From an optimization exercise on the open Yosys and OpenROAD flow, aimed at small area and a short achievable clock period; shortcuts taken in it are not production practice.
The RTL was checked by simulation tests, not by an equivalence proof against the original design.
Power and IR drop assume default switching activity.

== try-umber ==
// frame_link_responder
module frame_link_responder (
    input  wire        clk,
    input  wire        rst,           
    input  wire        byte_valid,
    input  wire [7:0]  rx_byte,
    output wire [7:0]  tx_byte,
    output wire        s_sync,
    input  wire        tbl_we,
    input  wire [3:0]  tbl_idx,
    input  wire        tbl_en,
    input  wire [15:0] tbl_id,
    input  wire [31:0] tbl_val,
    output reg         pull_query,
    output reg  [3:0]  pull_idx,
    output reg         frame_valid,
    output wire        frame_pull,
    output wire [15:0] frame_id,
    output wire [31:0] frame_value,
    input  wire        wd_inc,
    input  wire        wd_expire,
    input  wire [15:0] wd_threshold,
    output reg         wd_safety,
    output reg         wd_tripped
);
For scale: ~890 flip-flops, roughly 150 I/O pins, ~35000 um2 of cells after synthesis.
==> flow/config.mk <==
export PLATFORM = sky130hd
export DESIGN_NAME = frame_link_responder
export DESIGN_NICKNAME = frame_link_responder
export VERILOG_FILES = /design/flow/design.v
export SDC_FILE = /design/flow/constraint.sdc
export NUM_CORES = 4
export LEC_CHECK = 0
export CAP_MARGIN = 20
export CORE_MARGIN = 2
export CORE_UTILIZATION = 40
export SETUP_SLACK_MARGIN = 3.0
export SLEW_MARGIN = 20
export TNS_END_PERCENT = 10
==> flow/constraint.sdc <==
create_clock -name core_clock -period 5.5 [get_ports {clk}]
set_input_delay 1.1000 -clock core_clock [delete_from_list [all_inputs] [get_ports {clk}]]
set_output_delay 1.1000 -clock core_clock [all_outputs]
set_load 0.01 [all_outputs]
standard.sh (not shown) runs the stock make flow with config.mk's settings and CLKGATE_MAP_FILE= SYNTH_SCRIPT=/design/flow/synth_recipe.tcl, a recipe that flattens the netlist after the stock synthesis.
==> flow/flow/run.sh <==
#!/bin/bash
set -euo pipefail
bash standard.sh finish \
  BUFFER_PORTS_ARGS="-buffer_cell sky130_fd_sc_hd__buf_2" \
  > standard_flow.log 2>&1
What try-cedar does differently from try-umber at the input level:
- TNS_END_PERCENT no longer set, was 10
==> flow/run.sh (new file) <==
#!/bin/bash
# synth_recipe.tcl (not shown) runs the flow's synth.tcl, then flattens the netlist and writes it again
# the make line also repeats each setting of config.mk as NAME=value (left out here)
make -C /OpenROAD-flow-scripts/flow DESIGN_CONFIG=/design/flow/config.mk WORK_HOME=/design/flow/orfs CLKGATE_MAP_FILE= SYNTH_SCRIPT=/design/flow/synth_recipe.tcl finish
removed: flow/flow/run.sh
removed: flow/standard.sh
### Flow results
Cmp try-umber and try-cedar / total power / lower: try-cedar. Diff try-umber -> try-cedar: synthesized cell count closely matched the old numbers; fraction of met1 tracks used by global routing climbed 0.41 points; switching portion of total power went up by 0.95 points. Number of buffers inserted by post-CTS setup repair, try-umber and try-cedar: higher on try-cedar. Row cell area: try-cedar higher / try-umber lower. As far as DRC violation count after routing goes, try-umber and try-cedar are indistinguishable; the numbers are identical. Taking try-cedar as 1.0, try-umber lands at 0.885 on routed length on met3. try-cedar vs try-umber: clock power share down in try-cedar. Worst-case setup margin in the final layout down 0.050 ns in try-cedar wrt try-umber. [try-cedar] final routed wirelength across all metal layers rose 5.4% relative to try-umber.
The following lists how try-amber was set up differently from try-cedar:
==> flow/flow/run.sh (new file) <==
#!/bin/bash
set -euo pipefail
bash standard.sh finish \
  BUFFER_PORTS_ARGS="-buffer_cell sky130_fd_sc_hd__buf_2" \
  > standard_flow.log 2>&1
==> flow/standard.sh (new file) <==
#!/bin/bash
# synth_recipe.tcl (not shown) runs the flow's synth.tcl, then flattens the netlist and writes it again
# the make line also repeats each setting of config.mk as NAME=value (left out here)
make -C /OpenROAD-flow-scripts/flow DESIGN_CONFIG=/design/flow/config.mk WORK_HOME=/design/flow/orfs CLKGATE_MAP_FILE= SYNTH_SCRIPT=/design/flow/synth_recipe.tcl "${@:-finish}"
removed: flow/run.sh
==> run notes <==
Compared with try-cedar, try-amber shows post-route total power lower by 0.16 mW. try-amber ended up with a higher clock-buffer cell count than try-cedar did. Sort try-amber and try-cedar by synthesis-to-layout area growth asc -> top: try-amber.

========
The RTL this note starts from:
==> flow/design.v <==
module frame_link_responder (
    input  wire        clk,
    input  wire        rst,           
    input  wire        byte_valid,
    input  wire [7:0]  rx_byte,
    output wire [7:0]  tx_byte,
    output wire        s_sync,
    input  wire        tbl_we,
    input  wire [3:0]  tbl_idx,
    input  wire        tbl_en,
    input  wire [15:0] tbl_id,
    input  wire [31:0] tbl_val,
    output reg         pull_query,
    output reg  [3:0]  pull_idx,
    output reg         frame_valid,
    output wire        frame_pull,
    output wire [15:0] frame_id,
    output wire [31:0] frame_value,
    input  wire        wd_inc,
    input  wire        wd_expire,
    input  wire [15:0] wd_threshold,
    output reg         wd_safety,
    output reg         wd_tripped
);
    reg        sync_r;
    reg [8:0]  ph;            
    reg [7:0]  id0, id1;
    reg [31:0] vb;            
    reg        is_pull;
    reg [7:0]  tx_reg;
    assign tx_byte     = tx_reg;
    assign s_sync      = sync_r;
    assign frame_pull  = is_pull;
    assign frame_id    = {id1, id0};
    assign frame_value = vb;
    wire [7:0]  qn_lo = ph[0] ? rx_byte : id0;
    wire [7:0]  qn_hi = ph[1] ? rx_byte : id1;
    wire        in_eq = (tbl_id == {qn_hi, id0});
    wire        in_lo = (tbl_id[7:0] == qn_lo);
    wire [15:0] mn;               
    wire [31:0] val [0:15];
    wire [15:0] s;
    genvar g;
    generate
        for (g = 0; g < 16; g = g + 1) begin : ent
            reg [15:0] t_id;
            reg [31:0] t_val;
            reg        t_en;
            reg        t_lo;
            reg        t_s;
            wire we = tbl_we && (tbl_idx == g);
            always @(posedge clk)
                if (we) begin
                    t_id  <= tbl_id;
                    t_val <= tbl_val;
                end
            always @(posedge clk)
                if (rst)     t_en <= 1'b0;
                else if (we) t_en <= tbl_en;
            always @(posedge clk)
                t_lo <= we ? in_lo : (t_id[7:0] == qn_lo);
            assign mn[g] = we ? (tbl_en && in_eq)
                              : (t_en && t_lo && (t_id[15:8] == qn_hi));
            if (g == 0) begin : p0
                always @(posedge clk) t_s <= mn[0];
            end else begin : pn
                always @(posedge clk) t_s <= mn[g] && !(|mn[g-1:0]);
            end
            assign s[g]   = t_s;
            assign val[g] = t_val;
        end
    endgenerate
    reg hit;
    always @(posedge clk) hit <= |mn;
    reg [31:0] hv;
    reg [3:0]  hidx;
    integer i;
    always @(*) begin
        hv   = 32'd0;
        hidx = 4'd0;
        for (i = 0; i < 16; i = i + 1) begin
            hv   = hv | (val[i] & {32{s[i]}});
            hidx = hidx | (i[3:0] & {4{s[i]}});
        end
    end
    wire [7:0] seq_byte = {{4{ph[8]}}, ph[8] | ph[0], ph[8] | ph[1] | ph[2] | ph[3] | ph[4],
                           ph[8] | ph[1] | ph[2] | ph[5] | ph[6],
                           ph[8] | ph[1] | ph[3] | ph[5] | ph[7]};
    wire [7:0] vtop = is_pull ? vb[7:0] : rx_byte;
    always @(posedge clk) begin
        if (rst) begin
            sync_r      <= 1'b0;
            ph          <= 9'd1;
            tx_reg      <= 8'd0;
            pull_query  <= 1'b0;
            frame_valid <= 1'b0;
        end else begin
            pull_query  <= 1'b0;
            frame_valid <= 1'b0;
            if (byte_valid) begin
                if (!sync_r) begin
                    if (rx_byte == seq_byte) begin
                        if (ph[8]) begin                     
                            sync_r <= 1'b1;
                            ph     <= 9'd1;
                            tx_reg <= 8'h00;
                        end else begin                       
                            ph     <= {ph[7:0], 1'b0};
                            tx_reg <= seq_byte;
                        end
                    end else begin                           
                        ph     <= 9'd1;
                        tx_reg <= 8'h00;
                    end
                end else begin
                    ph <= {ph[7:0], 1'b0};
                    if (ph[0]) begin
                        id0    <= rx_byte;
                        tx_reg <= rx_byte;
                    end
                    if (ph[1]) begin
                        id1    <= rx_byte;
                        tx_reg <= rx_byte;
                    end
                    if (ph[2]) begin                          
                        is_pull <= hit;
                        if (hit) begin
                            vb         <= {hv[7:0], hv[31:8]};
                            tx_reg     <= hv[7:0];
                            pull_query <= 1'b1;
                            pull_idx   <= hidx;
                        end else begin
                            vb     <= {rx_byte, vb[31:8]};
                            tx_reg <= rx_byte;
                        end
                    end
                    if (ph[3] | ph[4] | ph[5]) begin          
                        vb     <= {vtop, vb[31:8]};
                        tx_reg <= vtop;
                    end
                    if (ph[6] | ph[7]) begin
                        if (rx_byte == 8'hFF) begin           
                            tx_reg <= ph[7] ? id1 : id0;
                        end else begin                        
                            tx_reg <= 8'h00;
                            ph     <= 9'd1;
                            sync_r <= 1'b0;
                        end
                    end
                    if (ph[8]) begin                          
                        tx_reg      <= 8'h00;
                        ph          <= 9'd1;
                        frame_valid <= 1'b1;
                    end
                end
            end
        end
    end
    reg [15:0] wd_counter;
    always @(posedge clk) begin
        if (rst) begin
            wd_counter <= 16'd0;
            wd_safety  <= 1'b0;
            wd_tripped <= 1'b0;
        end else begin
            wd_safety <= 1'b0;
            if (wd_expire) begin                              
                if (wd_counter < wd_threshold) begin
                    wd_tripped <= 1'b1;
                    wd_safety  <= 1'b1;
                end else begin
                    wd_tripped <= 1'b0;
                end
                wd_counter <= {15'd0, wd_inc};
            end else if (wd_inc && wd_counter != 16'hFFFF) begin  
                wd_counter <= wd_counter + 16'd1;
            end
        end
    end
endmodule
==> flow/config.mk <==
export PLATFORM = sky130hd
export DESIGN_NAME = frame_link_responder
export DESIGN_NICKNAME = frame_link_responder
export VERILOG_FILES = /design/flow/design.v
export SDC_FILE = /design/flow/constraint.sdc
export NUM_CORES = 4
export LEC_CHECK = 0
export CAP_MARGIN = 20
export CORE_MARGIN = 2
export CORE_UTILIZATION = 40
export PLACE_DENSITY = 0.7
export SETUP_SLACK_MARGIN = 3.0
export SLEW_MARGIN = 20
export TNS_END_PERCENT = 10
==> flow/constraint.sdc <==
create_clock -name core_clock -period 5.5 [get_ports {clk}]
set_input_delay 1.1000 -clock core_clock [delete_from_list [all_inputs] [get_ports {clk}]]
set_output_delay 1.1000 -clock core_clock [all_outputs]
set_load 0.01 [all_outputs]
==> flow/flow/run.sh <==
#!/bin/bash
set -euo pipefail
bash standard.sh finish \
  BUFFER_PORTS_ARGS="-buffer_cell sky130_fd_sc_hd__buf_2" \
  CTS_ARGS="-sink_clustering_enable -repair_clock_nets -dont_use_dummy_load -sink_clustering_size 25 -sink_clustering_max_diameter 80" \
  > standard_flow.log 2>&1
The first run ran to the end with no violations.
Then changed:
- PLACE_DENSITY: 0.7 -> default
- SETUP_SLACK_MARGIN: 3.0 -> 2.8
Power came out higher by 0.76%; synthesized area is unchanged; final cell count hardly moves; final area falls by 0.47%; worst setup slack is worse by 0.015 ns; die area does not change; non-clock buffer count decreases by 14; combinational power shrinks by about 2%; fmax shrinks by 0.53%; sequential power is about the same; synthesized cell count does not change.

separate check: timing with driven ports:
In the flow no input, the clock included, has a driving cell. The finished layouts below were timed again as built, in two steps. Step 1: set_driving_cell puts a clkbuf_16 on clk and a buf_2 on each other input, an assumption about the parent block. Step 2 adds t to the input delays and takes it off the output delays; t is the mean of the earliest and latest rising clock arrival at the registers after step 1. Input paths then give back, and output paths get back, about the clock's delay inside the block. Slacks: ideal ports / drivers / drivers and shift; pairs: ideal ports / drivers.
run	shift t [ns]	setup WS [ns]	clock arrival spread, ns
try-umber	0.714	2.737 / 2.696 / 1.982	0.028 / 0.028
try-cedar	0.714	2.687 / 2.712 / 2.020	0.031 / 0.031
try-amber	0.718	2.760 / 2.760 / 2.080	0.032 / 0.031
the first run of note 2	0.656	2.736 / 2.764 / 2.108	0.082 / 0.083
the second run of note 2	0.651	2.721 / 2.721 / 2.099	0.093 / 0.093
After both steps setup and hold are still met in every run listed. The setup slack of try-umber, which loses most, moves by -0.041 ns with the drivers and by -0.755 ns with both steps.
